What follows belongs to an exercise in optimizing a design on an open flow for small area and a short achievable clock period; a production flow would make more cautious choices. RTL that was checked went through simulation tests only; none was proved equivalent to the original. For run 7, only the layout was checked, not whether the RTL still works. Power is estimated from default activity; no workload was simulated.

==> flow/design.v <==
module crc16_tab (
    input  wire [7:0]  x,
    output reg  [15:0] t
);
    integer k;
    always @(*) begin
        t = {x, 8'h00};
        for (k = 0; k < 8; k = k + 1)
            t = t[15] ? ((t << 1) ^ 16'h1021) : (t << 1);
    end
endmodule
module crc16_last (
    input  wire [15:0] c,
    input  wire [15:0] r,
    output wire [7:0]  d_want,
    output wire        c_ok
);
    wire [7:0] y = r[7:0];
    wire [7:0] v = {y[7] ^ y[2], y[6] ^ y[1], y[5] ^ y[0], y[4],
                    y[7] ^ y[3] ^ y[2], y[6] ^ y[2] ^ y[1], y[5] ^ y[1] ^ y[0],
                    y[4] ^ y[0]};
    wire [7:0] k = {y[3], y[2], y[1], y[7] ^ y[2] ^ y[0], y[6] ^ y[1],
                    y[5] ^ y[0], y[4], y[3]};
    assign d_want = c[15:8] ^ v;
    assign c_ok   = (c[7:0] == (r[15:8] ^ k));
endmodule
module dispatch_rom (
    input  wire [7:0] opcode,
    output reg  [3:0] handler,
    output reg  [7:0] resp_op
);
    always @(*) begin
        case (opcode)
            8'h65:   begin handler = 4'd1; resp_op = 8'h66; end
            8'h10:   begin handler = 4'd2; resp_op = 8'h11; end
            8'h22:   begin handler = 4'd3; resp_op = 8'h23; end
            8'h31:   begin handler = 4'd4; resp_op = 8'h32; end
            8'h40:   begin handler = 4'd5; resp_op = 8'h41; end
            8'h50:   begin handler = 4'd6; resp_op = 8'h51; end
            8'h7A:   begin handler = 4'd7; resp_op = 8'h7B; end
            8'h81:   begin handler = 4'd8; resp_op = 8'h82; end
            default: begin handler = 4'd0; resp_op = 8'h00; end
        endcase
    end
endmodule
module dispatch_len (
    input  wire [3:0] handler,
    input  wire [8:0] n,
    output reg        in_range
);
    always @(*) begin
        case (handler)
            4'd1:    in_range = (n == 9'd7);                      
            4'd2:    in_range = (n == 9'd6);                      
            4'd3:    in_range = (n <= 9'd10);                     
            4'd4:    in_range = (n == 9'd8);                      
            4'd5:    in_range = 1'b1;                             
            4'd6:    in_range = (n >= 9'd10) & (n <= 9'd70);      
            4'd7:    in_range = (n >= 9'd14) & (n <= 9'd22);      
            default: in_range = 1'b0;                             
        endcase
    end
endmodule
module frame_rx #(
    parameter MAX_FRAME_LEN = 256
) (
    input  wire        clk,
    input  wire        rst,
    input  wire        start,
    input  wire [1:0]  cfg_fmt,       
    input  wire        cfg_srv,       
    input  wire [15:0] cfg_tmo,       
    input  wire [15:0] cfg_fixlen,    
    input  wire        rx_valid,
    input  wire [7:0]  rx_data,
    output wire        rx_ready,
    input  wire        tick,
    input  wire        fault,
    output wire        awaiting_body,
    output wire        res_valid,
    output wire [3:0]  res_code,
    output wire [3:0]  res_cause,
    output wire [7:0]  res_rxst,
    output wire [15:0] rx_count,
    output wire [15:0] rx_lenfield,
    output wire [15:0] target,
    output wire [15:0] idle_count,
    output wire [15:0] field_rcv,
    output wire [15:0] field_calc,
    output wire [1:0]  dcode,
    output wire [7:0]  handler,
    output wire [7:0]  resp_op,
    output wire [7:0]  req_op,
    output wire        disp_ok,
    output wire [7:0]  disp_handler
);
    localparam CODE_OK        = 4'h0;
    localparam CODE_DEVSTAT   = 4'h1;
    localparam CODE_TIMEOUT   = 4'h2;
    localparam CODE_INTEGRITY = 4'h3;
    localparam CODE_LENREJ    = 4'h4;
    localparam CODE_TFAULT    = 4'h5;
    localparam CODE_CMDERR    = 4'h6;
    localparam CODE_NONE      = 4'hF;
    localparam CAUSE_BAD_OP     = 2'd1;
    localparam CAUSE_BAD_LENGTH = 2'd3;
    localparam DC_NONE    = 2'd0;
    localparam DC_OK      = 2'd1;
    localparam DC_UNKNOWN = 2'd2;
    localparam DC_BADLEN  = 2'd3;
    reg        active;       
    reg        fzb;          
    reg        ffix;         
    reg        dsp;          
    reg [15:0] tmo;          
    reg        tmo_hit;      
    reg        lastb;        
    reg [5:0]  pos;          
    reg [15:0] acc;          
    reg [15:0] frcv;         
    reg [15:0] lf;           
    reg [7:0]  b0;
    reg [3:0]  hnd;          
    reg [7:0]  rsp;          
    reg [7:0]  b5;
    reg        b1z;          
    reg        b1o;          
    reg        done;         
    reg        ge3;          
    reg        rv;
    reg [3:0]  rc;
    reg [1:0]  rcz;
    reg [7:0]  rxst;
    reg [8:0]  cnt;
    reg [8:0]  tgt;
    reg [15:0] idle;
    reg [1:0]  dc;
    reg        dnz;          
    reg        dok;          
    assign rx_ready      = active;
    assign awaiting_body = active & ge3;
    assign res_valid     = rv;
    assign res_code      = rc;
    assign res_cause     = {2'b00, rcz};
    assign res_rxst      = rxst;
    assign rx_count      = {7'd0, cnt};
    assign rx_lenfield   = lf & {16{ge3}};
    assign target        = {7'd0, tgt};
    assign idle_count    = idle;
    assign field_rcv     = frcv & {16{done}};
    assign field_calc    = acc & {16{done}};
    assign dcode         = dc;
    assign handler       = {4'd0, hnd & {4{dc[0]}}};
    assign resp_op       = rsp & {8{dc[0]}};
    assign req_op        = b0 & {8{dnz}};
    assign disp_ok       = dok;
    assign disp_handler  = {4'd0, hnd & {4{dok}}};
    wire [7:0] b = rx_data;
    wire [15:0] crc_cur = pos[0] ? 16'hFFFF : acc;
    wire [15:0] t_idx;
    crc16_tab u_t (.x(crc_cur[15:8] ^ (b & {8{~(pos[3] | pos[4])}})), .t(t_idx));
    wire [15:0] crc_next = {crc_cur[7:0], 8'h00} ^ t_idx;
    wire [7:0] crc_want;
    wire       crc_ok;
    crc16_last u_last (.c(acc), .r(frcv), .d_want(crc_want), .c_ok(crc_ok));
    wire [7:0] want  = fzb ? ~acc[7:0] : crc_want;
    wire       valid = (b == want) & (fzb | crc_ok);
    wire [7:0] status = pos[5] ? b : b5;
    wire       st_ok  = fzb | (status == 8'h00);
    wire [7:0] b1        = lf[15:8];
    wire       b1_zero   = b1z;
    wire       b1_one    = b1o;
    wire       std_ok    = (b1_zero & (b >= 8'd6)) | (b1_one & ~(|b));
    wire       zb_ok     = b1_zero & (|b) & (b <= 8'd252);
    wire       len_bad   = fzb ? ~zb_ok : ~std_ok;
    wire [8:0] std_tgt   = {b1[0], b} & {9{std_ok}};
    wire [8:0] zb_tgt    = ({1'b0, b} + 9'd4) & {9{zb_ok}};
    wire [8:0] len_tgt   = fzb ? zb_tgt : std_tgt;
    wire [3:0] b_hnd;
    wire [7:0] b_rsp;
    dispatch_rom u_rom (.opcode(b0), .handler(b_hnd), .resp_op(b_rsp));
    wire       in_range;
    dispatch_len u_len (.handler(hnd), .n(tgt), .in_range(in_range));
    wire [15:0] idle1  = idle + 16'd1;
    wire [15:0] inc2_flip;
    assign inc2_flip[0] = 1'b0;
    assign inc2_flip[1] = 1'b1;
    genvar gi;
    generate
        for (gi = 2; gi < 16; gi = gi + 1) begin : g_flip
            assign inc2_flip[gi] = &idle[gi-1:1];
        end
    endgenerate
    wire        idle2_hit = ((idle ^ tmo) == inc2_flip);
    wire [15:0] tmo_in = {cfg_tmo[15:1], cfg_tmo[0] | ~(|cfg_tmo[15:1])};
    wire fixlen_bad = (cfg_fixlen < 16'd6) || (cfg_fixlen > MAX_FRAME_LEN);
    wire cmd_op     = (cfg_fmt == 2'd3);
    wire cmd_len    = (cfg_fmt == 2'd2) & fixlen_bad;
    always @(posedge clk) begin
        if (!active) begin
            if (start) begin
                fzb     <= (cfg_fmt == 2'd1);
                ffix    <= (cfg_fmt == 2'd2);
                dsp     <= cfg_srv & (cfg_fmt != 2'd1);
                tmo     <= tmo_in;
                tmo_hit <= ~(|cfg_tmo[15:1]);
                lastb   <= 1'b0;
                pos     <= 6'b000001;
            end
        end else if (!fault) begin
            if (rx_valid) begin
                pos     <= {pos[4:0], 1'b0};
                tmo_hit <= (tmo == 16'd1);
                lastb   <= (cnt + 9'd2 == tgt) & ~pos[2];
            end else if (tick) begin
                tmo_hit <= idle2_hit;
            end
        end
    end
    always @(posedge clk) begin
        if (active && !fault && rx_valid) begin
            if (pos[0]) b0 <= b;
            if (pos[1]) begin
                lf[15:8] <= b;
                b1z <= (b == 8'd0);
                b1o <= (b == 8'd1);
                hnd <= b_hnd;
                rsp <= b_rsp;
            end
            if (pos[2]) lf[7:0]  <= b;
            if (pos[3]) frcv[15:8] <= b;
            if (pos[4]) frcv[7:0]  <= b;
            if (pos[5]) b5 <= b;
            if (lastb && fzb) frcv <= {8'h00, b};
        end
    end
    always @(posedge clk) begin
        if (active && !fault && rx_valid) begin
            if (!fzb)
                acc <= crc_next;
            else if (lastb)
                acc <= {8'h00, ~acc[7:0]};
            else if (pos[3])
                acc <= {8'h00, b};
            else if (ge3)
                acc[7:0] <= acc[7:0] + b;
        end
    end
    always @(posedge clk) begin
        if (rst) begin
            active <= 1'b0;
            done   <= 1'b0;
            ge3    <= 1'b0;
            rv     <= 1'b0;
            rc     <= CODE_NONE;
            rcz    <= 2'd0;
            rxst   <= 8'd0;
            cnt    <= 9'd0;
            tgt    <= 9'd0;
            idle   <= 16'd0;
            dc     <= DC_NONE;
            dnz    <= 1'b0;
            dok    <= 1'b0;
        end else if (!active) begin
            if (start) begin
                if (cmd_op) begin
                    rv   <= 1'b1;
                    rc   <= CODE_CMDERR;
                    rcz  <= CAUSE_BAD_OP;
                    rxst <= 8'd0;
                end else if (cmd_len) begin
                    rv   <= 1'b1;
                    rc   <= CODE_CMDERR;
                    rcz  <= CAUSE_BAD_LENGTH;
                    rxst <= 8'd0;
                end else begin
                    active <= 1'b1;
                    rv     <= 1'b0;
                    done   <= 1'b0;
                    ge3    <= 1'b0;
                    cnt    <= 9'd0;
                    tgt    <= (cfg_fmt == 2'd2) ? cfg_fixlen[8:0] : 9'd0;
                    idle   <= 16'd0;
                    dc     <= DC_NONE;
                    dnz    <= 1'b0;
                    dok    <= 1'b0;
                end
            end
        end else if (fault) begin
            active <= 1'b0;
            rv     <= 1'b1;
            rc     <= CODE_TFAULT;
            rcz    <= 2'd0;
            rxst   <= 8'd0;
        end else if (rx_valid) begin
            cnt  <= cnt + 9'd1;
            idle <= 16'd0;
            if (pos[2]) begin
                ge3 <= 1'b1;
                if (!ffix) begin
                    tgt <= len_tgt;
                    if (len_bad) begin
                        active <= 1'b0;
                        rv     <= 1'b1;
                        rc     <= CODE_LENREJ;
                        rcz    <= 2'd0;
                        rxst   <= 8'd0;
                    end
                end
            end
            if (lastb) begin
                active <= 1'b0;
                done   <= 1'b1;
                rv     <= 1'b1;
                rcz    <= 2'd0;
                if (!valid) begin
                    rc   <= CODE_INTEGRITY;
                    rxst <= 8'd0;
                end else if (st_ok) begin
                    rc   <= CODE_OK;
                    rxst <= 8'd0;
                end else begin
                    rc   <= CODE_DEVSTAT;
                    rxst <= status;
                end
                if (valid && dsp) begin
                    dnz <= 1'b1;
                    dok <= (hnd != 4'd0) & in_range;
                    dc  <= (hnd == 4'd0) ? DC_UNKNOWN : in_range ? DC_OK : DC_BADLEN;
                end
            end
        end else if (tick) begin
            if (tmo_hit) begin
                active <= 1'b0;
                rv     <= 1'b1;
                rc     <= CODE_TIMEOUT;
                rcz    <= 2'd0;
                rxst   <= 8'd0;
            end else begin
                idle <= idle1;
            end
        end
    end
endmodule
==> flow/flow/run.sh <==
#!/bin/bash
# Standard layout, with the port buffers made of plain buf cells instead of
# the delay buffers buffer_ports picks by default. Every port still gets one.
set -euo pipefail
export BUFFER_PORTS_ARGS="-buffer_cell sky130_fd_sc_hd__buf_1"
bash standard.sh > flow_make.log 2>&1
==> flow/standard.sh <==
#!/bin/bash
# synth_recipe.tcl (not shown) runs the flow's synth.tcl, then flattens the netlist and writes it again
# the make line also repeats each setting of config.mk as NAME=value (left out here)
make -C /OpenROAD-flow-scripts/flow DESIGN_CONFIG=/design/flow/config.mk WORK_HOME=/design/flow/orfs CLKGATE_MAP_FILE= SYNTH_SCRIPT=/design/flow/synth_recipe.tcl "${@:-finish}"
==> flow/config.mk <==
export PLATFORM = sky130hd
export DESIGN_NAME = frame_rx
export DESIGN_NICKNAME = frame_rx
export VERILOG_FILES = /design/flow/design.v
export SDC_FILE = /design/flow/constraint.sdc
export NUM_CORES = 4
export LEC_CHECK = 0
export CAP_MARGIN = 20
export CORE_MARGIN = 2
export CORE_UTILIZATION = 40
export CTS_BUF_LIST = sky130_fd_sc_hd__clkbuf_8
export SETUP_SLACK_MARGIN = 3.45
export SLEW_MARGIN = 20
export TNS_END_PERCENT = 10
==> flow/constraint.sdc <==
create_clock -name core_clock -period 6.0 [get_ports {clk}]
set_input_delay 1.2000 -clock core_clock [delete_from_list [all_inputs] [get_ports {clk}]]
set_output_delay 1.2000 -clock core_clock [all_outputs]
set_load 0.01 [all_outputs]
==> impl_metrics.tcl, run 1 <==
set metrics [dict create \
    grt_pass1_vias 7341 \
    cp_max_fo 9 \
    crit_path_end_kind "flop" \
    routedWlPerCell_um 17.8 \
    synth_cells 971 \
    cts_sinks 160 \
    routed_wl_um 27000 \
    io_buffers 174 \
    path_clk_slew_ns 0.10 \
    fin_crit_ns 2.71 \
    relSlewSlack_pct 27.9 \
    antenna_found_initial 0 \
    row_count 56 \
    overflow 0 \
    die_h_um 158 \
    clockRootBuffer "clkbuf_8" \
    fin_worst_skew_ns 0.0186 \
    power_frac_clock_pct 32.7 \
    gp_congestion 0.841 \
    drtAntennaViolNets 0 \
    finalCritPeriodShare_pct 45.1 \
    synth_seq_cells 160 \
    synth_area_leaders "edfxtp_1, dfxtp_1, xnor2_1, and2_1, xor2_1" \
    vias 7942 \
    n_antenna_cell 0 \
    synth-edff-count 104 \
    p_int_w 0.00172 \
    nets 1246 \
    syn-cell-area_mm2 0.00947 \
    grt_usage_pct 21.1 \
    synth_common_cells "edfxtp_1, nor2_1, and2_1, nand2_1, xnor2_1" \
    cp.required_ns 6.10 \
    syn2layout_area_growth_pct 23.7 \
    seqCellArea_mm2 0.00425 \
    r2r_setup_slack_ns 3.40 \
    yosysMostFrequentCell "edfxtp_1" \
    synth_seq_area_share_pct 44.8 \
    num-fill-cells 2214 \
    switchingPower_w 0.000705 \
    seq_power_share_pct 51.7 \
    status "no timing/DRC/antenna violations" \
    syn_avg_cell_area_um2 9.75 \
    p_leak_nw 4.25 \
    cts_buffer_depth 2 \
    p_per_area_mw_per_mm2 207 \
    critPathLaunchType "input pin" \
    dr.pass1.iters 8 \
    hpwl_um 18800 \
    crit_type "in -> reg" \
    core_area_mm2 0.0233 \
    clock_latency_ns 0.47 \
    fin_tns_setup_ns 0 \
    ys_warn_count 4 \
    start_util_pct 40.6 \
    hold_viol_final 0 \
    combinationalPowerShare_pct 15.6 \
    swShare_pct 29.1 \
    ys_async_sr_fraction_pct 0 \
    yosysTopAreaCell "edfxtp_1" \
    grt_max_degree 43 \
    design.die.area_mm2 0.0249 \
    drcViolationCount 0 \
    hold_class "reg -> reg" \
    ir_drop_uv 141 \
    cts_tree "yes" \
    num_io_pins 199 \
    setup_viol 0 \
    drv_slew 0 \
    grt_pass1_wl_um 40600 \
    first_iter_violations 587 \
    synth.distinct_cells 77 \
    design_area_mm2 0.0117 \
    cts_max_level 4 \
    drv_cap 0 \
    die_w_um 158 \
    yosys.area.top_type_share_pct 33.0 \
    via_per_inst 5.24 \
    placed_area_mm2 0.0104 \
    fmax_mhz 369 \
    ctsHoldBuffers 0 \
    cts_made_buffers 17 \
    worst_ep_arrival_time_ns 2.81 \
    drive_gt1_share_pct 16.5 \
    synth_ff_type "edfxtp_1" \
    rsz0062_at_grt "yes" \
    worst_pin_slew_ns 1.08 \
    multiInputGateArea_mm2 0.00524 \
]
==> registers in the layout, summed over array words and instances, names as in the netlist, 9 cells and up <==
name,count
acc,16
frcv,16
idle,16
lf,16
tmo,16
cnt,9
tgt,9
==> layer usage <==
layer,vias to the layer above,GRT usage [%],wire length [um]
li1,3817,-,-
met1,3850,28.6,12300
met2,245,34.6,12800
met3,30,4.16,1530
met4,0,5.45,404
met5,-,0,0
==> logic make-up (layout without fill, tap and decap cells) <==
family / after synthesis / after routing / share of synthesized area (%)
buf+inv: 101 / 301 / 5.26
simple gates: 398 / 398 / 22.6
other cells: 1 / 24 / 0.0396
compound gates: 157 / 159 / 10.8
mux: 21 / 21 / 2.37
fa+ha+maj: 14 / 14 / 1.93
xor+xnor: 119 / 119 / 12.2
flops: 160 / 160 / 44.8
==> per-stage QoR <==
step	power [W]	hold slack, ns	setup slack (ns)	utilization, %	std cells
2_1_floorplan	0.00150	0.475	3.18	-	994
3_3_place_gp	0.00159	0.458	2.21	44.6	1423
3_5_place_dp	0.00159	0.472	2.22	44.6	1423
4_1_cts	0.00240	0.484	3.27	48.2	1485
5_1_grt	0.00252	0.503	3.22	50.2	1515
6_report	0.00242	0.484	3.29	50.2	1515
==> final timing paths <==
| check | from | endpoint | cells after the start |
|---|---|---|---|
| hold reg to reg | dc[1] | dc[1] | 2 |
| setup / recovery | fault | acc[8] | 4 |
| hold / removal | dc[1] | dc[1] | 2 |
| setup reg to reg | pos[3] | acc[8] | 6 |
==> layout by cell type (no fill, tap or decap), types with 9 or more instances in the layout <==
cell type	n
and3_1	13
nor2b_1	9
nor2_1	86
edfxtp_1	104
a22o_1	10
buf_6	12
and2_1	80
nor3_1	18
nand4_1	10
conb_1	24
nand3_1	24
xor2_1	48
buf_1	163
mux2i_1	10
mux2_2	11
nand2b_1	9
inv_1	20
nand2_1	70
nor4_1	13
dfxtp_1	54
xnor2_1	62
a21oi_1	37
o21ai_0	32
a211oi_1	11
buf_4	53
clkbuf_8	18
==> worst max-delay path, cell delays in order <==
cell     delay [ns]
buf_1          0.19
nor2b_4        0.30
nand2_2        0.28
a21oi_1        0.83
==> timing repair <==
item                                    4_1_cts  5_1_grt
hold endpoints to repair                      0        0
pin swaps                                    25       33
gates cloned                                  0        3
endpoints found under the setup margin      172      152
setup buffers                                30       27
gates resized for setup                      64       52
==> power by group through the flow <==
stage	sequential [W]	clock, W	combinational [W]
floorplan	0.00126	0	0.000241
global placement	0.00128	0	0.000308
detailed placement	0.00128	0	0.000311
CTS	0.00125	0.000805	0.000342
global route	0.00126	0.000849	0.000412
finish	0.00125	0.000791	0.000377
==> final cells by class <==
type / count / area share (%)
timing repair buffer: 242 / 11.3
sequential: 160 / 36.3
inverter: 26 / 0.983
multi-input combinational: 735 / 44.7
clock inverter: 14 / 1.13
tap: 319 / 3.41
timing repair inverter: 1 / 0.0427
clock buffer: 18 / 2.11
==> run 2: changes to the inputs <==
--- a/flow/config.mk
+++ b/flow/config.mk
@@ -9,6 +9,5 @@
 export CORE_MARGIN = 2
 export CORE_UTILIZATION = 40
 export CTS_BUF_LIST = sky130_fd_sc_hd__clkbuf_8
-export SETUP_SLACK_MARGIN = 3.45
+export SETUP_SLACK_MARGIN = 3.0
 export SLEW_MARGIN = 20
-export TNS_END_PERCENT = 10
==> run 2 against run 1 <==
  * Clock power increased by 11%
  * Utilization down 3.6 points
  * Synthesized cell count stayed put
  * Routed wire length shrank 4.3%
  * Combinational power shrank 16%
  * Clock-buffer cell count did not move
  * Worst setup slack got worse by 0.24 ns
  * First-iteration DRC count rose by 13%
  * Hold slack worse by 0.022 ns
  * Global-route usage decreased by 0.64 points
  * Largest power group unchanged
==> impl_metrics.tcl, run 2 <==
set metrics [dict create \
    status "no timing/DRC/antenna violations" \
    cts_tree "yes" \
    fin_tns_setup_ns 0 \
    hold_class "reg -> reg" \
    cp_max_fo 16 \
    overflow 0 \
    finalWorstSetupSlack_ns 3.06 \
    drcViolationCount 0 \
    power.total_w 0.00245 \
    critPathLaunchType "input pin" \
    yosys.area_share.xor_xnor_pct 12.2 \
    ir_drop_uv 128 \
    worst_ep_arrival_time_ns 3.13 \
    core_area_mm2 0.0233 \
    p_per_area_mw_per_mm2 225 \
    vias 7691 \
    synth_common_cells "edfxtp_1, nor2_1, and2_1, nand2_1, xnor2_1" \
    cts_max_level 4 \
    cts_sinks 160 \
    crit_type "in -> reg" \
    dr.pass1.iters 5 \
    crit_path_end_kind "flop" \
    yosys.area_share.adder_pct 1.93 \
    die_w_um 158 \
    cts_made_buffers 17 \
    utilization_pct 46.6 \
    worst_pin_slew_ns 0.943 \
    busiest_layer "met2" \
    met2_usage_pct 32.9 \
    num_io_pins 199 \
    synth_area_leaders "edfxtp_1, dfxtp_1, xnor2_1, and2_1, xor2_1" \
    syn-cell-area_mm2 0.00947 \
    yosys.area.top_type_share_pct 33.0 \
    drtAntennaViolNets 0 \
    drv_slew 0 \
    grt_usage_pct 20.5 \
    n_antenna_cell 0 \
    drive_gt1_share_pct 8.23 \
    drv_cap 0 \
    fin_crit_ns 2.94 \
    grt_pass1_vias 6766 \
    yosysMostFrequentCell "edfxtp_1" \
    antenna_found_initial 0 \
    layout_common_cells "buf_1, edfxtp_1, nor2_1" \
    cp.required_ns 6.18 \
    io_buffers 174 \
    routedWlPerCell_um 17.7 \
    yosysTopAreaCell "edfxtp_1" \
    hold_viol_final 0 \
    synth-edff-count 104 \
    clockRootBuffer "clkbuf_8" \
    rsz0062_at_grt "yes" \
    p_leak_nw 3.87 \
    cts_buffer_depth 2 \
    grtUsageMet1_pct 28.6 \
    num-fill-cells 2277 \
    synthMuxAreaShare_pct 2.37 \
    synth_top_family_by_area "simple AND/OR/NAND/NOR gates" \
    die_h_um 158 \
    nets 1192 \
    via_per_inst 5.26 \
    ys_async_sr_fraction_pct 0 \
    synth_ff_type "edfxtp_1" \
    gp_congestion 0.844 \
    fin_worst_skew_ns 0.0228 \
    clock_latency_ns 0.47 \
    final_common_cell "buf_1" \
    synthSimpleGateAreaFrac_pct 22.6 \
    first_iter_violations 665 \
    relSlewSlack_pct 37.1 \
    grt_pass1_wl_um 39000 \
    synth-compound-area-share_pct 10.8 \
    fmax_mhz 340 \
    row_count 56 \
    routed_wl_um 25900 \
    synth.distinct_cells 77 \
    path_clk_slew_ns 0.09 \
    syn2layout_area_growth_pct 14.8 \
    design.die.area_mm2 0.0249 \
    hpwl_um 18700 \
    globalRouteMet3Util_pct 3.42 \
    synth_cells 971 \
    ys_warn_count 4 \
    synth_seq_cells 160 \
    pre_cts_ws_ns 1.98 \
    grt_max_degree 43 \
    finalCritPeriodShare_pct 49.1 \
    setup_viol 0 \
    synth_seq_area_share_pct 44.8 \
    syn_avg_cell_area_um2 9.75 \
    start_util_pct 40.6 \
]
## run 2: what timing repair did
action                     CTS  global route
hold buffers                 0             0
buffers inserted             2             7
pin swaps                    2             5
setup endpoints to repair   54            69
gates resized for setup     15            11
## run 2: power by group
| part | switching [W] | total [W] | internal [W] |
|---|---|---|---|
| Sequential | 0.0000404 | 0.00125 | 0.00121 |
| Combinational | 0.000197 | 0.000318 | 0.000121 |
| Clock | 0.000450 | 0.000881 | 0.000431 |
## run 2: worst max-delay path: stages
cell	delay, ns
buf_4	0.19
ha_1	0.31
a21o_1	0.19
a211oi_1	0.31
o21ai_0	0.14
o211ai_1	0.17
mux2i_1	0.11
o311ai_0	0.37
o22ai_1	0.13
## run 2: per-layer routing
metal,vias to the layer above,routed length [um]
met3,26,1530
met4,0,314
met5,-,0
met1,3667,11900
li1,3712,-
met2,286,12200
## run 2: area by class of cell
cell class,instances,area (um2),share of cell area (%)
multi-input combinational,733,4900,45.1
tap,319,399,3.67
timing repair buffer,191,796,7.32
clock buffer,18,248,2.28
clock inverter,14,179,1.65
sequential,160,4250,39.1
inverter,26,105,0.967
## run 2: final timing paths
kind	slack, ns	endpoint	startpoint	cells after the start
max	3.06	acc[7]	rx_data[1]	9
min	0.46	rcz[1]	rcz[1]	2
max reg2reg	3.23	tgt[8]	active	7
min reg2reg	0.46	rcz[1]	rcz[1]	2
## run 2: kinds of logic (layout without fill, tap and decap cells)
group / Yosys count / count (layout)
fa+ha+maj: 14 / 14
buf+inv: 101 / 249
compound gates: 157 / 157
xor+xnor: 119 / 119
other cells: 1 / 24
mux: 21 / 21
simple gates: 398 / 398
flops: 160 / 160
## run 2: through the flow
step	instance area (um2)	hold slack (ns)	cells
after CTS	10800	0.463	1454
after detailed placement	10300	0.450	1420
final	10900	0.462	1461
after floorplan	9570	0.475	994
after global routing	10900	0.493	1461
after global placement	10300	0.446	1420
==> run 3: changes to the inputs <==
--- a/flow/config.mk
+++ b/flow/config.mk
@@ -9,5 +9,6 @@
 export CORE_MARGIN = 2
 export CORE_UTILIZATION = 40
 export CTS_BUF_LIST = sky130_fd_sc_hd__clkbuf_8
-export SETUP_SLACK_MARGIN = 3.0
+export SETUP_SLACK_MARGIN = 3.7
 export SLEW_MARGIN = 20
+export TNS_END_PERCENT = 1
==> run 3 against run 2 <==
  * Still clean on timing, DRC and antenna
  * Final cell count rose by 2.7%
  * Synthesized cell count is the same
  * Sequential power about the same
  * Non-clock buffer count increased by 37
  * Sequential cell count is the same
  * Routed wire length increased by 3.3%
  * Utilization rose by 2.4 points
  * Worst setup slack gained 0.25 ns
  * Die area unchanged
  * Largest cell class unchanged
==> impl_metrics.tcl, run 3 <==
set metrics [dict create \
    dr.pass1.iters 5 \
    worst_pin_slew_ns 1.05 \
    holdPathEnd "rcz[1]" \
    synth-edff-count 104 \
    synth_area_leaders "edfxtp_1, dfxtp_1, xnor2_1, and2_1, xor2_1" \
    drv_cap 0 \
    ys_async_sr_fraction_pct 0 \
    grt_max_degree 43 \
    synth_seq_cells 160 \
    ctsHoldBuffers 0 \
    synth_common_cells "edfxtp_1, nor2_1, and2_1, nand2_1, xnor2_1" \
    crit_path_end_kind "flop" \
    routedWlPerCell_um 17.8 \
    utilization_pct 49.0 \
    num_io_pins 199 \
    core_area_mm2 0.0233 \
    final_common_cell "buf_1" \
    crit_type "in -> reg" \
    critPathLaunchType "input pin" \
    relSlewSlack_pct 30.0 \
    path_clk_slew_ns 0.09 \
    fin_crit_ns 2.69 \
    switchingPower_w 0.000716 \
    min_from "rcz[1]" \
    rr_endpoint "rxst[3]" \
    syn-cell-area_mm2 0.00947 \
    yosysTopAreaCell "edfxtp_1" \
    routed_wl_um 26700 \
    synth_cells 971 \
    status "no timing/DRC/antenna violations" \
    drive_gt1_share_pct 13.6 \
    synth.distinct_cells 77 \
    vias 7848 \
    yosysMostFrequentCell "edfxtp_1" \
    pre_cts_ws_ns 2.13 \
    combinationalPowerShare_pct 14.5 \
    cts_buffer_depth 2 \
    grt_pass1_vias 7146 \
    fin_tns_setup_ns 0 \
    cp_max_fo 4 \
    synth_seq_area_share_pct 44.8 \
    syn2layout_area_growth_pct 20.8 \
    ir_drop_uv 137 \
    hpwl_um 18500 \
    power_frac_clock_pct 34.6 \
    finalCritPeriodShare_pct 44.9 \
    hold-path-cell-count 2 \
    ys_warn_count 4 \
    r2r_cells 9 \
    grt_pass1_wl_um 40500 \
    setup_viol 0 \
    row_count 56 \
    drv_slew 0 \
    design.die.area_mm2 0.0249 \
    rr_startpoint "acc[0]" \
    drcViolationCount 0 \
    grt_usage_pct 21.1 \
    io_buffers 174 \
    swShare_pct 29.2 \
    hold_class "reg -> reg" \
    hold_viol_final 0 \
    p_leak_nw 4.14 \
    syn_avg_cell_area_um2 9.75 \
    r2r_setup_slack_ns 3.40 \
    synth_ff_type "edfxtp_1" \
    clock_latency_ns 0.46 \
    start_util_pct 40.6 \
    via_per_inst 5.23 \
    worst_ep_arrival_time_ns 2.90 \
    antenna_found_initial 1 \
    power.total_w 0.00246 \
    layout_common_cells "buf_1, edfxtp_1, nor2_1" \
    yosys.area.top_type_share_pct 33.0 \
    p_int_w 0.00174 \
    die_h_um 158 \
    nets 1231 \
    clockRootBuffer "clkbuf_8" \
    p_per_area_mw_per_mm2 215 \
    die_w_um 158 \
    gp_congestion 0.807 \
    finalWorstSetupSlack_ns 3.31 \
    cts_sinks 160 \
    overflow 0 \
    rsz0062_at_grt "yes" \
    cts_made_buffers 17 \
    cts_tree "yes" \
    crit_start "rx_data[0]" \
    cp.required_ns 6.21 \
    cts_max_level 4 \
    drtAntennaViolNets 0 \
    fmax_mhz 371 \
    fin_worst_skew_ns 0.0193 \
    first_iter_violations 620 \
    seq_power_share_pct 50.9 \
]
==> run 3: cell counts after synthesis <==
No cell type changed its count.
==> run 3: power groups by stage <==
stage | registers, W | logic [W] | clock network (W)
2_1_floorplan | 0.00126 | 0.000239 | 0
3_3_place_gp | 0.00128 | 0.000305 | 0
3_5_place_dp | 0.00128 | 0.000308 | 0
4_1_cts | 0.00125 | 0.000341 | 0.000862
5_1_grt | 0.00126 | 0.000388 | 0.000909
6_report | 0.00125 | 0.000356 | 0.000850
==> run 3: how the worst max path moves through the flow <==
| stage | end | slack, ns |
|---|---|---|
| 6_report | acc[4] | 3.31 |
| 3_5_place_dp | rxst[6] | 2.13 |
| 2_1_floorplan | acc[4] | 3.18 |
| 4_1_cts | acc[4] | 3.35 |
| 5_1_grt | acc[4] | 3.21 |
| 3_3_place_gp | rxst[1] | 2.18 |
==> run 3: repair_timing <==
action,4_1_cts,5_1_grt
buffers inserted,35,8
endpoints found under the setup margin,236,231
resized for setup,72,19
pin swaps,28,5
gates cloned,0,3
==> run 3: per-stage QoR <==
step	area, um2	hold WS [ns]	instances
finish	11400	0.485	1501
global route	11400	0.496	1500
CTS	11300	0.489	1489
detailed placement	10400	0.465	1422
global placement	10400	0.469	1422
floorplan	9640	0.475	994
==> run 3: layout make-up <==
cell class	count	area, um2
Timing Repair inverter	1	5.00
Timing Repair Buffer	228	1200
Clock buffer	17	234
Sequential cell	160	4250
Inverter	26	106
Fill cell	2229	11900
Multi-Input combinational cell	734	5060
Tap cell	319	399
Clock inverter	15	174
Antenna cell	1	2.50
==> run 3: cell families (layout without fill, tap and decap cells) <==
| group | count (synthesis) | in the layout | synth area share [%] |
|---|---|---|---|
| xor gates and xnor gates | 119 | 119 | 12.2 |
| and+or+nand+nor | 398 | 398 | 22.6 |
| buffers and inverters | 101 | 287 | 5.26 |
| other | 1 | 25 | 0.0396 |
| AOI/OAI and AO/OA | 157 | 158 | 10.8 |
| muxes | 21 | 21 | 2.37 |
| DFF | 160 | 160 | 44.8 |
| adders and majority gates | 14 | 14 | 1.93 |
==> run 3: critical path, stage by stage <==
cell and delay, ns:
buf_6 0.11, buf_8 0.11, ha_4 0.13, inv_2 0.03
fa_2 0.34, nor2b_1 0.15, o21ai_1 0.09, a21boi_1 0.19
nor3_1 0.06, a211o_1 0.25, a31o_2 0.23
==> run 3: layer usage <==
| layer | vias to the layer above | track usage (%) | wire length, um |
|---|---|---|---|
| met2 | 232 | 33.5 | 12500 |
| li1 | 3806 | - | - |
| met1 | 3779 | 29.6 | 12300 |
| met4 | 0 | 6.10 | 457 |
| met5 | - | 0 | 0 |
| met3 | 31 | 3.61 | 1520 |
==> run 4: changes to the inputs <==
--- a/flow/config.mk
+++ b/flow/config.mk
@@ -7,8 +7,8 @@
 export LEC_CHECK = 0
 export CAP_MARGIN = 20
 export CORE_MARGIN = 2
-export CORE_UTILIZATION = 40
+export CORE_UTILIZATION = 55
 export CTS_BUF_LIST = sky130_fd_sc_hd__clkbuf_8
-export SETUP_SLACK_MARGIN = 3.7
+export SETUP_SLACK_MARGIN = 3.45
 export SLEW_MARGIN = 20
-export TNS_END_PERCENT = 1
+export TNS_END_PERCENT = 2
==> run 4 against run 3 <==
  * Still clean on timing, DRC and antenna
  * Final cell count shrank 6.8%
  * Routed wire length shrank 5.9%
  * Die area shrank 27%
  * Clock skew shrank 0.0015 ns
  * Hold slack lost 0.023 ns
  * Synthesized cell count is the same
  * Utilization grew 19 points
  * Total power shrank 3.4%
  * Synthesized area is the same
==> impl_metrics.tcl, run 4 <==
set metrics [dict create \
    synth.distinct_cells 77 \
    synth_cells 971 \
    status "no timing/DRC/antenna violations" \
    finalCritPeriodShare_pct 45.5 \
    rr_endpoint "dc[1]" \
    ys_warn_count 4 \
    drv_slew 0 \
    layout_common_cells "buf_1, edfxtp_1, nor2_1" \
    crit_path_end_kind "flop" \
    path_depth 10 \
    synth_area_leaders "edfxtp_1, dfxtp_1, xnor2_1, and2_1, xor2_1" \
    synth_seq_cells 160 \
    p_leak_nw 4.10 \
    cpPeakStageDelay_ns 0.36 \
    yosysTopAreaCell "edfxtp_1" \
    p_per_area_mw_per_mm2 210 \
    grt_pass1_vias 7234 \
    overflow 0 \
    start_util_pct 56.7 \
    multiInputGateArea_mm2 0.00509 \
    crit_family "simple AND/OR/NAND/NOR gates" \
    num-fill-cells 1418 \
    cts_max_level 4 \
    crit_chain "buf_6 > buf_6 > xnor3_1 > xnor2_1 > nand2_1 > nor4_4 > buf_4 > o2111ai_4 > or2_1 > a21oi_2" \
    num_io_pins 199 \
    cts_buffer_depth 2 \
    dpl.cell_count 1325 \
    drtAntennaViolNets 0 \
    final_cell_count_no_fill 1399 \
    fin_worst_skew_ns 0.0178 \
    ys_async_sr_fraction_pct 0 \
    die_w_um 135 \
    worst_pin_slew_ns 1.01 \
    r2r_cells 8 \
    top_layer "met4" \
    syn2layout_area_growth_pct 19.2 \
    dr.pass1.iters 5 \
    via_per_inst 5.69 \
    r2r_setup_slack_ns 3.37 \
    core_area_mm2 0.0167 \
    cp-endpoint "dc[1]" \
    drcViolationCount 0 \
    setup_viol 0 \
    worst_ep_arrival_time_ns 3.13 \
    cp.required_ns 6.41 \
    ctsHoldBuffers 0 \
    wl_met1_um 11400 \
    row_count 47 \
    fmax_mhz 367 \
    design.die.area_mm2 0.0183 \
    fin_tns_setup_ns 0 \
    grt_pass1_wl_um 38600 \
    syn-cell-area_mm2 0.00947 \
    grt_max_degree 43 \
    cts_tree "yes" \
    gp_congestion 0.865 \
    seqCellArea_mm2 0.00425 \
    routedWlPerCell_um 18.0 \
    io_buffers 174 \
    hold_class "reg -> reg" \
    critPathBufInv 3 \
    grt_usage_pct 27.5 \
    fin_crit_ns 2.73 \
    drv_cap 0 \
    nets 1229 \
    die_h_um 135 \
    first_iter_violations 521 \
    hpwl_um 17000 \
    synth-edff-count 104 \
    relSlewSlack_pct 32.5 \
    final_common_cell "buf_1" \
    routed_wl_um 25200 \
    drive_gt1_share_pct 13.5 \
    cts_sinks 160 \
    rr_startpoint "acc[3]" \
    vias 7963 \
    hold-path-cell-count 1 \
    path_clk_slew_ns 0.09 \
    syn_avg_cell_area_um2 9.75 \
    cp_max_fo 7 \
    synth_seq_area_share_pct 44.8 \
    met2WireLength_um 11700 \
    yosysMostFrequentCell "edfxtp_1" \
    min_from "rc[3]" \
    crit_type "in -> reg" \
    cts_made_buffers 17 \
    crit_start "rx_data[2]" \
    yosys.area.top_type_share_pct 33.0 \
    route.met3.wl_um 1550 \
    n_antenna_cell 0 \
    antenna_found_initial 0 \
    ir_drop_uv 165 \
    synth_common_cells "edfxtp_1, nor2_1, and2_1, nand2_1, xnor2_1" \
    rsz0062_at_grt "yes" \
    crit_slowest_cell "nor4_4" \
    clock_latency_ns 0.47 \
    hold_viol_final 0 \
    worst_hold_slack_ns 0.462 \
    critPathLaunchType "input pin" \
    synth_ff_type "edfxtp_1" \
    clockRootBuffer "clkbuf_8" \
    crit_top_cell "buf_6" \
]
run 4: metrics by stage:
stage / area, um2 / utilization [%] / setup slack (ns) / total power [W]
finish: 11300 / 67.6 / 3.27 / 0.00237
global route: 11300 / 67.6 / 3.16 / 0.00246
CTS: 11100 / 66.5 / 3.31 / 0.00237
detailed placement: 10200 / 61.3 / 2.10 / 0.00158
global placement: 10200 / 61.3 / 2.14 / 0.00158
floorplan: 9640 / - / 3.18 / 0.00150
run 4: cells by family (layout without fill, tap and decap cells):
logic type,Yosys count,in the layout,share of synthesized area [%]
and+or+nand+nor,398,398,22.6
xor gates and xnor gates,119,119,12.2
muxes,21,21,2.37
AOI/OAI and AO/OA,157,158,10.8
buffers and inverters,101,285,5.26
DFF,160,160,44.8
adders and majority gates,14,14,1.93
other,1,24,0.0396
run 4: worst min path at each step:
| stage | end | slack [ns] |
|---|---|---|
| after global placement | rc[3] | 0.44 |
| after floorplan | done | 0.47 |
| after CTS | rc[3] | 0.46 |
| after detailed placement | rc[3] | 0.44 |
| after global routing | rc[3] | 0.48 |
| final | rc[3] | 0.46 |
run 4: power breakdown:
group / leakage (nW) / switching [W] / internal [W]
logic: 2.47 / 0.000208 / 0.000145
clock network: 0.187 / 0.000438 / 0.000333
registers: 1.44 / 0.0000401 / 0.00121
total: 4.10 / 0.000686 / 0.00169
run 4: what timing repair did:
| item | CTS | global route |
|---|---|---|
| setup endpoints to repair | 148 | 115 |
| pin swaps | 21 | 16 |
| setup buffers | 34 | 6 |
| gates cloned | 0 | 2 |
| gates resized for setup | 58 | 30 |
run 4: cell type report:
| class | count | share of cell area, % |
|---|---|---|
| Timing Repair Buffer | 226 | 10.5 |
| Inverter | 26 | 0.965 |
| Sequential cell | 160 | 37.6 |
| Clock buffer | 17 | 2.07 |
| Tap cell | 220 | 2.44 |
| Multi-Input combinational cell | 734 | 45.1 |
| Clock inverter | 15 | 1.19 |
| Timing Repair inverter | 1 | 0.0443 |
run 4: layer usage:
layer | global-route usage (%) | up-vias
met1 | 39.4 | 3835
li1 | - | 3793
met5 | 0 | -
met4 | 8.85 | 0
met2 | 42.9 | 298
met3 | 4.38 | 37
==> run 5: changes to the inputs <==
--- a/flow/config.mk
+++ b/flow/config.mk
@@ -7,8 +7,10 @@
 export LEC_CHECK = 0
 export CAP_MARGIN = 20
 export CORE_MARGIN = 2
-export CORE_UTILIZATION = 55
+export CORE_UTILIZATION = 40
 export CTS_BUF_LIST = sky130_fd_sc_hd__clkbuf_8
+export GPL_ROUTABILITY_DRIVEN = 0
+export PLACE_DENSITY = 0.75
 export SETUP_SLACK_MARGIN = 3.45
 export SLEW_MARGIN = 20
 export TNS_END_PERCENT = 2
==> run 5 against run 4 <==
  * Sequential power hardly changed
  * Still clean
  * Final cell count up 7.1%
  * Highest routed layer is now met5
  * Die area is 36% higher
  * Routed wire length up 6.9%
  * Utilization is 18 points lower
  * Critical path type unchanged
  * Synthesized cell count stayed put
  * Hold slack improved by 0.014 ns
==> impl_metrics.tcl, run 5 <==
set metrics [dict create \
    status "no timing/DRC/antenna violations" \
    rr_startpoint "cnt[1]" \
    drv_slew 0 \
    syn_avg_cell_area_um2 9.75 \
    power.total_w 0.00249 \
    crit_path_end_kind "flop" \
    dr.pass1.iters 5 \
    cp_max_fo 8 \
    io_buffers 174 \
    r2r_setup_slack_ns 3.48 \
    yosysTopAreaCell "edfxtp_1" \
    ir_drop_uv 160 \
    placed_area_mm2 0.0103 \
    synth_area_leaders "edfxtp_1, dfxtp_1, xnor2_1, and2_1, xor2_1" \
    swShare_pct 29.2 \
    yosysMostFrequentCell "edfxtp_1" \
    synth-edff-count 104 \
    final_common_cell "buf_1" \
    die_w_um 158 \
    synth_cells 971 \
    finalCritPeriodShare_pct 44.5 \
    synth_ff_type "edfxtp_1" \
    combinationalPowerShare_pct 14.6 \
    fin_crit_ns 2.67 \
    cts_max_level 4 \
    seqCellArea_mm2 0.00425 \
    overflow 0 \
    multiInputGateArea_mm2 0.00515 \
    drtAntennaViolNets 0 \
    synth_common_cells "edfxtp_1, nor2_1, and2_1, nand2_1, xnor2_1" \
    cts_sinks 160 \
    routed_wl_um 26900 \
    cts_made_buffers 17 \
    worst_hold_slack_ns 0.476 \
    rr_endpoint "lastb" \
    syn2layout_area_growth_pct 21.8 \
    p_int_w 0.00177 \
    num-fill-cells 2091 \
    worst_pin_slew_ns 1.08 \
    synth.distinct_cells 77 \
    yosys.area.top_type_share_pct 33.0 \
    crit_start "cfg_fixlen[5]" \
    drcViolationCount 0 \
    cts_buffer_depth 2 \
    grt_usage_pct 20.7 \
    ctsHoldBuffers 0 \
    drv_cap 0 \
    fin_tns_setup_ns 0 \
    synth_seq_area_share_pct 44.8 \
    antenna_found_initial 1 \
    row_count 56 \
    grt_max_degree 43 \
    vias 8124 \
    power_frac_clock_pct 35.3 \
    cp.required_ns 6.36 \
    layout_common_cells "buf_1, edfxtp_1, nor2_1" \
    min_from "rcz[1]" \
    via_per_inst 5.42 \
    grt_pass1_vias 7355 \
    worst_ep_arrival_time_ns 3.03 \
    drive_gt1_share_pct 14.5 \
    hold_viol_final 0 \
    r2r_cells 6 \
    routedWlPerCell_um 17.9 \
    ys_warn_count 4 \
    grt_pass1_wl_um 40100 \
    setup_viol 0 \
    relSlewSlack_pct 27.9 \
    syn-cell-area_mm2 0.00947 \
    first_iter_violations 709 \
    path_clk_slew_ns 0.09 \
    crit_type "in -> reg" \
    core_area_mm2 0.0233 \
    dpl.cell_count 1421 \
    n_antenna_cell 0 \
    rsz0062_at_grt "yes" \
    p_leak_nw 4.15 \
    die_h_um 158 \
    clockRootBuffer "clkbuf_8" \
    hold_class "reg -> reg" \
    cts_tree "yes" \
    start_util_pct 40.6 \
    ys_async_sr_fraction_pct 0 \
    switchingPower_w 0.000728 \
    clock_latency_ns 0.47 \
    synth_seq_cells 160 \
    design_area_mm2 0.0115 \
    hpwl_um 18600 \
    fin_worst_skew_ns 0.0150 \
    final_cell_count_no_fill 1499 \
    seq_power_share_pct 50.2 \
    num_io_pins 199 \
    design.die.area_mm2 0.0249 \
    cp-endpoint "rxst[0]" \
    critPathLaunchType "input pin" \
    fmax_mhz 375 \
    p_per_area_mw_per_mm2 216 \
    nets 1230 \
]
[run 5: cell counts after synthesis]
No cell type changed its count.
[run 5: metal layers]
metal / global-route usage (%) / wire, um
met4: 7.23 / 920
met1: 27.2 / 10800
met5: 0 / 13
met2: 33.6 / 13000
met3: 4.68 / 2160
[run 5: worst min path at each step]
stage                   to  slack, ns  cells after the start
CTS                 rcz[1]       0.47                      2
detailed placement  rcz[1]       0.46                      2
finish              rcz[1]       0.48                      2
floorplan             done       0.47                      2
global placement     rc[3]       0.44                      1
global route        rcz[1]       0.48                      2
[run 5: area by class of cell]
type	instances	share of cell area [%]
multi-input cells	733	44.7
repair buffers	229	10.3
flip-flops and latches	160	36.9
clock inverters	14	1.63
well taps	319	3.46
clock buffers	18	2.15
inverters	26	0.955
[run 5: cell families (layout without fill, tap and decap cells)]
logic type,after synthesis,count (layout),share of synthesized area (%)
multiplexers,21,21,2.37
buffers and inverters,101,287,5.26
other,1,24,0.0396
adder cells (fa/ha/maj),14,14,1.93
AND/OR/NAND/NOR,398,398,22.6
XOR/XNOR,119,119,12.2
flip-flops,160,160,44.8
AO/OA/AOI/OAI,157,157,10.8
[run 5: worst max-delay path, cell delays in order]
cell	delay, ns
buf_6	0.10
nor4_4	0.38
and4_4	0.30
nor3_2	0.04
buf_4	0.17
nand2b_4	0.16
a32oi_4	0.31
nor2_4	0.10
a22o_1	0.27
[run 5: metrics by stage]
stage                     utilization [%]  worst slack, ns
final                                49.4             3.33
after global routing                 49.4             3.26
after CTS                            47.7             3.32
after detailed placement             44.3             2.13
after global placement               44.3             2.17
after floorplan                         -             3.18
[run 5: power groups by stage]
stage	Sequential, W	Combinational, W	Clock (W)
floorplan	0.00126	0.000239	0
detailed placement	0.00128	0.000304	0
global route	0.00126	0.000396	0.000927
finish	0.00125	0.000363	0.000880
global placement	0.00128	0.000297	0
CTS	0.00125	0.000331	0.000889
[run 5: repair_timing]
item,in CTS,in global routing
gates cloned,0,1
pin swaps,33,33
resized for setup,59,43
setup endpoints to repair,168,159
buffers inserted,20,25
==> run 6: changes to the inputs <==
==> flow/config.mk (replaced) <==
export PLATFORM = sky130hd
export DESIGN_NAME = frame_rx
export DESIGN_NICKNAME = frame_rx
export VERILOG_FILES = /design/flow/design.v
export SDC_FILE = /design/flow/constraint.sdc
export NUM_CORES = 4
export LEC_CHECK = 0
export CAP_MARGIN = 10
export CORE_MARGIN = 2
export CORE_UTILIZATION = 40
export CTS_BUF_LIST = sky130_fd_sc_hd__clkbuf_8
export SETUP_SLACK_MARGIN = 3.6
export SLEW_MARGIN = 10
export TNS_END_PERCENT = 2
==> run 6 against run 5 <==
  * Still clean on timing, DRC and antenna
  * Fmax grew 1.5%
  * Routed wire length is 1.6% lower
  * Sequential power about the same
  * Clock-buffer cell count is 1 lower
  * Critical path depth increased by 1
  * Clock skew shrank 0.0012 ns
  * Final cell count is 0.47% lower
  * Sequential share of layout area up 0.38 points
  * Clock power decreased by 0.7%
  * Synthesized area did not move
==> impl_metrics.tcl, run 6 <==
set metrics [dict create \
    vias 7829 \
    start_util_pct 40.6 \
    drtAntennaViolNets 0 \
    yosys.area.top_type_share_pct 33.0 \
    crit_type "in -> reg" \
    cpPeakStageDelay_ns 0.30 \
    cp.required_ns 6.23 \
    dr.pass1.iters 5 \
    crit_top_cell "buf_6" \
    rsz0062_at_grt "yes" \
    drcViolationCount 0 \
    cts_tree "yes" \
    path_clk_slew_ns 0.10 \
    nets 1223 \
    met2WireLength_um 12500 \
    synth_seq_cells 160 \
    critPathLaunchType "input pin" \
    hold_viol_final 0 \
    routedWlPerCell_um 17.7 \
    status "no timing/DRC/antenna violations" \
    crit_family "compound AO/OA/AOI/OAI gates" \
    finalCritPeriodShare_pct 43.8 \
    ys_async_sr_fraction_pct 0 \
    placed_area_mm2 0.0104 \
    crit_path_end_kind "flop" \
    yosysMostFrequentCell "edfxtp_1" \
    ys_warn_count 4 \
    row_count 56 \
    grt_usage_pct 21.0 \
    route.met3.wl_um 1420 \
    layout_common_cells "buf_1, edfxtp_1, nor2_1" \
    worst_pin_slew_ns 1.02 \
    finalWorstSetupSlack_ns 3.37 \
    synth_area_leaders "edfxtp_1, dfxtp_1, xnor2_1, and2_1, xor2_1" \
    cts_sinks 160 \
    grt_pass1_wl_um 40000 \
    relSlewSlack_pct 32.0 \
    grt_pass1_vias 7106 \
    hpwl_um 18400 \
    hold_class "reg -> reg" \
    synth-edff-count 104 \
    worst_hold_slack_ns 0.464 \
    fin_crit_ns 2.63 \
    syn-cell-area_mm2 0.00947 \
    die_h_um 158 \
    fmax_mhz 380 \
    cts_max_level 4 \
    first_iter_violations 604 \
    antenna_found_initial 0 \
    final_common_cell "buf_1" \
    synth_ff_type "edfxtp_1" \
    syn_avg_cell_area_um2 9.75 \
    synth_common_cells "edfxtp_1, nor2_1, and2_1, nand2_1, xnor2_1" \
    overflow 0 \
    fin_tns_setup_ns 0 \
    synth_seq_area_share_pct 44.8 \
    top_layer "met4" \
    yosysTopAreaCell "edfxtp_1" \
    cts_buffer_depth 2 \
    grt_max_degree 43 \
    critPathBufInv 3 \
    power.total_w 0.00248 \
    cp_max_fo 7 \
    synth_cells 971 \
    ir_drop_uv 114 \
    setup_viol 0 \
    num_io_pins 199 \
    synth.distinct_cells 77 \
    wl_met1_um 12100 \
    design.die.area_mm2 0.0249 \
    pre_cts_ws_ns 2.11 \
    syn2layout_area_growth_pct 20.5 \
    clock_latency_ns 0.47 \
    core_area_mm2 0.0233 \
    clockRootBuffer "clkbuf_8" \
    p_per_area_mw_per_mm2 217 \
    p_leak_nw 4.09 \
    crit_chain "buf_1 > buf_6 > buf_6 > ha_4 > nor2b_4 > o21ai_1 > a21boi_1 > nor3_1 > a211o_1 > a31o_2" \
    worst_ep_arrival_time_ns 2.86 \
    io_buffers 174 \
    drv_cap 0 \
    routed_wl_um 26400 \
    design_area_mm2 0.0114 \
    drive_gt1_share_pct 13.5 \
    n_antenna_cell 0 \
    fin_worst_skew_ns 0.0138 \
    via_per_inst 5.25 \
    crit_slowest_cell "ha_4" \
    drv_slew 0 \
    die_w_um 158 \
    cts_made_buffers 17 \
    gp_congestion 0.806 \
]
run 6: worst paths after layout:
kind	cells past startpoint	slack, ns	from	endpoint
setup / recovery	10	3.37	rx_data[2]	acc[4]
hold reg to reg	2	0.46	rcz[1]	rcz[1]
hold / removal	2	0.46	rcz[1]	rcz[1]
setup reg to reg	8	3.53	acc[0]	dc[1]
run 6: layout make-up:
class	instances	area [um2]
Timing Repair inverter	1	5.00
Sequential cell	160	4250
Fill cell	2246	11900
Tap cell	319	399
Inverter	26	106
Timing Repair Buffer	221	1110
Clock buffer	17	234
Clock inverter	15	190
Multi-Input combinational cell	733	5120
run 6: power breakdown:
group | internal, W | switching (W) | total, W
Combinational | 0.000142 | 0.000210 | 0.000352
Sequential | 0.00121 | 0.0000400 | 0.00125
Clock | 0.000392 | 0.000482 | 0.000874
run 6: repair_timing:
action | CTS | global route
resized for setup | 78 | 9
pin swaps | 34 | 6
endpoints found under the setup margin | 209 | 180
hold buffers | 0 | 0
cloned | 1 | 0
buffers inserted | 29 | 8
run 6: metrics by stage:
stage	std cells	util, %
floorplan	994	-
global placement	1422	44.4
detailed placement	1422	44.4
CTS	1484	48.5
global route	1492	48.9
finish	1492	48.9
run 6: routing by layer:
| metal | vias to the layer above | track usage, % |
|---|---|---|
| met4 | 0 | 4.89 |
| met3 | 29 | 3.89 |
| met5 | - | 0 |
| li1 | 3778 | - |
| met2 | 226 | 33.5 |
| met1 | 3796 | 29.6 |
run 6: cell families (layout without fill, tap and decap cells):
logic type,after synthesis,after routing,share of synthesized area (%)
simple gates,398,398,22.6
flops,160,160,44.8
compound gates,157,157,10.8
xor+xnor,119,119,12.2
buf+inv,101,280,5.26
mux,21,21,2.37
fa+ha+maj,14,14,1.93
other cells,1,24,0.0396
run 6: tightest hold or removal path: cells and delay by family (launching register included):
| kind | cells | cell delay (ns) |
|---|---|---|
| flops | 1 | 0.33 |
| compound gates | 1 | 0.05 |
| simple gates | 1 | 0.05 |
==> run 7: changes to the inputs <==
--- a/flow/design.v
+++ b/flow/design.v
@@ -313,16 +313,13 @@
                 done   <= 1'b1;
                 rv     <= 1'b1;
                 rcz    <= 2'd0;
-                if (!valid) begin
-                    rc   <= CODE_INTEGRITY;
-                    rxst <= 8'd0;
-                end else if (st_ok) begin
-                    rc   <= CODE_OK;
-                    rxst <= 8'd0;
-                end else begin
-                    rc   <= CODE_DEVSTAT;
-                    rxst <= status;
-                end
+                rxst <= status & {8{valid & ~fzb}};
+                if (!valid)
+                    rc <= CODE_INTEGRITY;
+                else if (st_ok)
+                    rc <= CODE_OK;
+                else
+                    rc <= CODE_DEVSTAT;
                 if (valid && dsp) begin
                     dnz <= 1'b1;
                     dok <= (hnd != 4'd0) & in_range;
==> flow/config.mk (replaced) <==
export PLATFORM = sky130hd
export DESIGN_NAME = frame_rx
export DESIGN_NICKNAME = frame_rx
export VERILOG_FILES = /design/flow/design.v
export SDC_FILE = /design/flow/constraint.sdc
export NUM_CORES = 4
export LEC_CHECK = 0
export CAP_MARGIN = 20
export CORE_MARGIN = 2
export CORE_UTILIZATION = 40
export CTS_BUF_LIST = sky130_fd_sc_hd__clkbuf_8
export SETUP_SLACK_MARGIN = 3.45
export SLEW_MARGIN = 20
export TNS_END_PERCENT = 2
==> run 7 against run 6 <==
  * Still clean
  * Cell area decreased by 0.43%
  * Sequential power about the same
  * Synthesized cell count grew 0.31%
  * Critical endpoint is now rc[1]
  * Largest power group unchanged
==> impl_metrics.tcl, run 7 <==
set metrics [dict create \
    num-fill-cells 2140 \
    vias 7989 \
    synth_seq_area_share_pct 45.5 \
    power_frac_clock_pct 35.2 \
    cts_made_buffers 17 \
    crit_path_end_kind "flop" \
    synth_ff_type "edfxtp_1" \
    ys_async_sr_fraction_pct 0 \
    via_per_inst 5.34 \
    placed_area_mm2 0.0102 \
    clockRootBuffer "clkbuf_8" \
    rsz0062_at_grt "yes" \
    grt_usage_pct 21.7 \
    crit_family "compound AO/OA/AOI/OAI gates" \
    cp_max_fo 4 \
    yosysTopAreaCell "edfxtp_1" \
    ys_warn_count 4 \
    finalCritPeriodShare_pct 48.7 \
    design_area_mm2 0.0114 \
    finalWorstSetupSlack_ns 3.08 \
    final_common_cell "buf_1" \
    status "no timing/DRC/antenna violations" \
    swShare_pct 28.3 \
    hold_class "reg -> reg" \
    rr_startpoint "acc[7]" \
    syn_avg_cell_area_um2 9.58 \
    hold_viol_final 0 \
    worst_pin_slew_ns 1.03 \
    power.total_w 0.00239 \
    critPathBufInv 3 \
    grt_pass1_vias 7454 \
    fmax_mhz 342 \
    multiInputGateArea_mm2 0.00506 \
    p_per_area_mw_per_mm2 211 \
    utilization_pct 49.9 \
    fin_worst_skew_ns 0.0206 \
    seq_power_share_pct 51.5 \
    clock_latency_ns 0.47 \
    path_clk_slew_ns 0.09 \
    syn-cell-area_mm2 0.00933 \
    ir_drop_uv 134 \
    yosys.area_share.xor_xnor_pct 10.6 \
    pre_cts_ws_ns 1.77 \
    grt_max_degree 37 \
    yosys.area_share.adder_pct 1.96 \
    nets 1233 \
    synth_cells 974 \
    p_int_w 0.00172 \
    dr.pass1.iters 5 \
    synth.distinct_cells 74 \
    yosysMostFrequentCell "edfxtp_1" \
    routed_wl_um 27000 \
    cpPeakStageDelay_ns 0.58 \
    crit_slowest_cell "or4_4" \
    relSlewSlack_pct 31.3 \
    die_w_um 157 \
    io_buffers 174 \
    synth-edff-count 104 \
    gp_congestion 0.867 \
    design.die.area_mm2 0.0246 \
    crit_type "in -> reg" \
    synth_top_family_by_area "simple AND/OR/NAND/NOR gates" \
    syn2layout_area_growth_pct 21.9 \
    synth_common_cells "edfxtp_1, nor2_1, and2_1, xnor2_1, nand2_1" \
    cts_sinks 160 \
    core_area_mm2 0.0228 \
    start_util_pct 41.0 \
    cp.required_ns 6.39 \
    antenna_found_initial 1 \
    combinationalPowerShare_pct 13.3 \
    ctsHoldBuffers 0 \
    critPathLaunchType "input pin" \
    seqCellArea_mm2 0.00425 \
    cts_buffer_depth 2 \
    yosys.area.top_type_share_pct 33.5 \
    fin_tns_setup_ns 0 \
    routedWlPerCell_um 18.0 \
    synth_area_leaders "edfxtp_1, dfxtp_1, xnor2_1, and2_1, nor2_1" \
    synth-compound-area-share_pct 11.9 \
    drtAntennaViolNets 0 \
    layout_common_cells "buf_1, edfxtp_1, nor2_1" \
    first_iter_violations 686 \
    die_h_um 157 \
    drv_slew 0 \
    cts_max_level 4 \
    fin_crit_ns 2.92 \
    synthSimpleGateAreaFrac_pct 22.5 \
    setup_viol 0 \
    num_io_pins 199 \
    overflow 0 \
    switchingPower_w 0.000676 \
    synth_seq_cells 160 \
    crit_chain "buf_1 > buf_6 > or4_4 > a211o_1 > a32o_2 > and2b_2 > o211ai_4 > buf_4 > a22oi_1 > a2bb2oi_1" \
    crit_start "rx_data[5]" \
    min_from "rc[3]" \
    drcViolationCount 0 \
    row_count 55 \
    p_leak_nw 3.99 \
    hpwl_um 18600 \
    drv_cap 0 \
    drive_gt1_share_pct 13.7 \
    grt_pass1_wl_um 41300 \
    cts_tree "yes" \
    worst_ep_arrival_time_ns 3.32 \
    synthMuxAreaShare_pct 2.60 \
]
[run 7: power groups by stage]
| stage | Clock, W | Sequential [W] | Combinational, W |
|---|---|---|---|
| floorplan | 0 | 0.00124 | 0.000198 |
| global placement | 0 | 0.00126 | 0.000255 |
| detailed placement | 0 | 0.00126 | 0.000258 |
| CTS | 0.000855 | 0.00123 | 0.000285 |
| global route | 0.000898 | 0.00124 | 0.000348 |
| finish | 0.000842 | 0.00123 | 0.000318 |
[run 7: per-stage QoR]
stage	hold slack [ns]	cells
after global placement	0.463	1421
after CTS	0.477	1477
after global routing	0.511	1496
after floorplan	0.481	997
after detailed placement	0.456	1421
final	0.480	1497
[run 7: layout make-up]
type	count	area share [%]
Clock buffer	17	2.06
Timing Repair Buffer	225	10.3
Sequential cell	160	37.4
Inverter	23	0.793
Antenna cell	1	0.0220
Multi-Input combinational cell	743	44.5
Tap cell	313	3.45
Clock inverter	15	1.52
[run 7: logic make-up after synthesis]
family,Yosys count
AND/OR/NAND/NOR,402
AO/OA/AOI/OAI,171
flip-flops,160
XOR/XNOR,110
buffers and inverters,94
multiplexers,22
adder cells (fa/ha/maj),14
other,1
[run 7: path summary, 6_finish.rpt]
path / end / slack, ns / depth (start not counted)
max: rc[1] / 3.08 / 10
min: rc[3] / 0.48 / 1
max reg2reg: dc[0] / 3.15 / 6
min reg2reg: rc[3] / 0.48 / 1
[run 7: what timing repair did]
| action | 4_1_cts | 5_1_grt |
|---|---|---|
| buffers inserted | 24 | 18 |
| pin swaps | 14 | 20 |
| resized for setup | 45 | 45 |
| setup endpoints to repair | 126 | 186 |
| gates cloned | 0 | 1 |
[run 7: worst register-to-register path, delay by kind of cell (launching register included)]
family | cells | cell delay (ns)
AO/OA/AOI/OAI | 2 | 0.66
AND/OR/NAND/NOR | 2 | 0.99
XOR/XNOR | 1 | 0.24
multiplexers | 1 | 0.32
flip-flops | 1 | 0.54
[run 7: routing by layer]
metal | vias to the layer above | wire, um | track usage [%]
met5 | - | 0 | 0
met4 | 0 | 269 | 5.59
met3 | 33 | 1540 | 3.79
met2 | 282 | 12800 | 34.4
met1 | 3854 | 12400 | 30.5
li1 | 3820 | - | -

[afterwards: timing with drivers on the ports]
How much do the figures lean on ideal ports? The routed layouts below were timed once more, with nothing changed but the port constraints. Step 1, drivers: a clkbuf_16 drives clk and a buf_2 each remaining input, both assumed. Step 2 adds t to the input delays and takes it off the output delays; t is the mean of the earliest and latest rising clock arrival at the registers after step 1. Input paths then give back, and output paths get back, about the clock's delay inside the block. Three values: ideal ports, drivers, drivers and shift; two values: the first two.
run | shift t [ns] | setup slack, ns | worst setup path after step 2
run 1 | 0.501 | 3.292 / 3.297 / 2.796 | input to register
run 2 | 0.502 | 3.056 / 3.066 / 2.564 | input to register
run 3 | 0.494 | 3.306 / 3.309 / 2.815 | input to register
run 4 | 0.505 | 3.273 / 3.272 / 2.767 | input to register
run 5 | 0.510 | 3.331 / 3.315 / 2.805 | input to register
run 6 | 0.506 | 3.370 / 3.368 / 2.862 | input to register
run 7 | 0.496 | 3.079 / 3.094 / 2.600 | input to register
After both steps setup and hold are still met in every run listed. For run 5, which loses most, drivers alone change the setup slack by -0.016 ns; drivers and shift together by -0.526 ns.
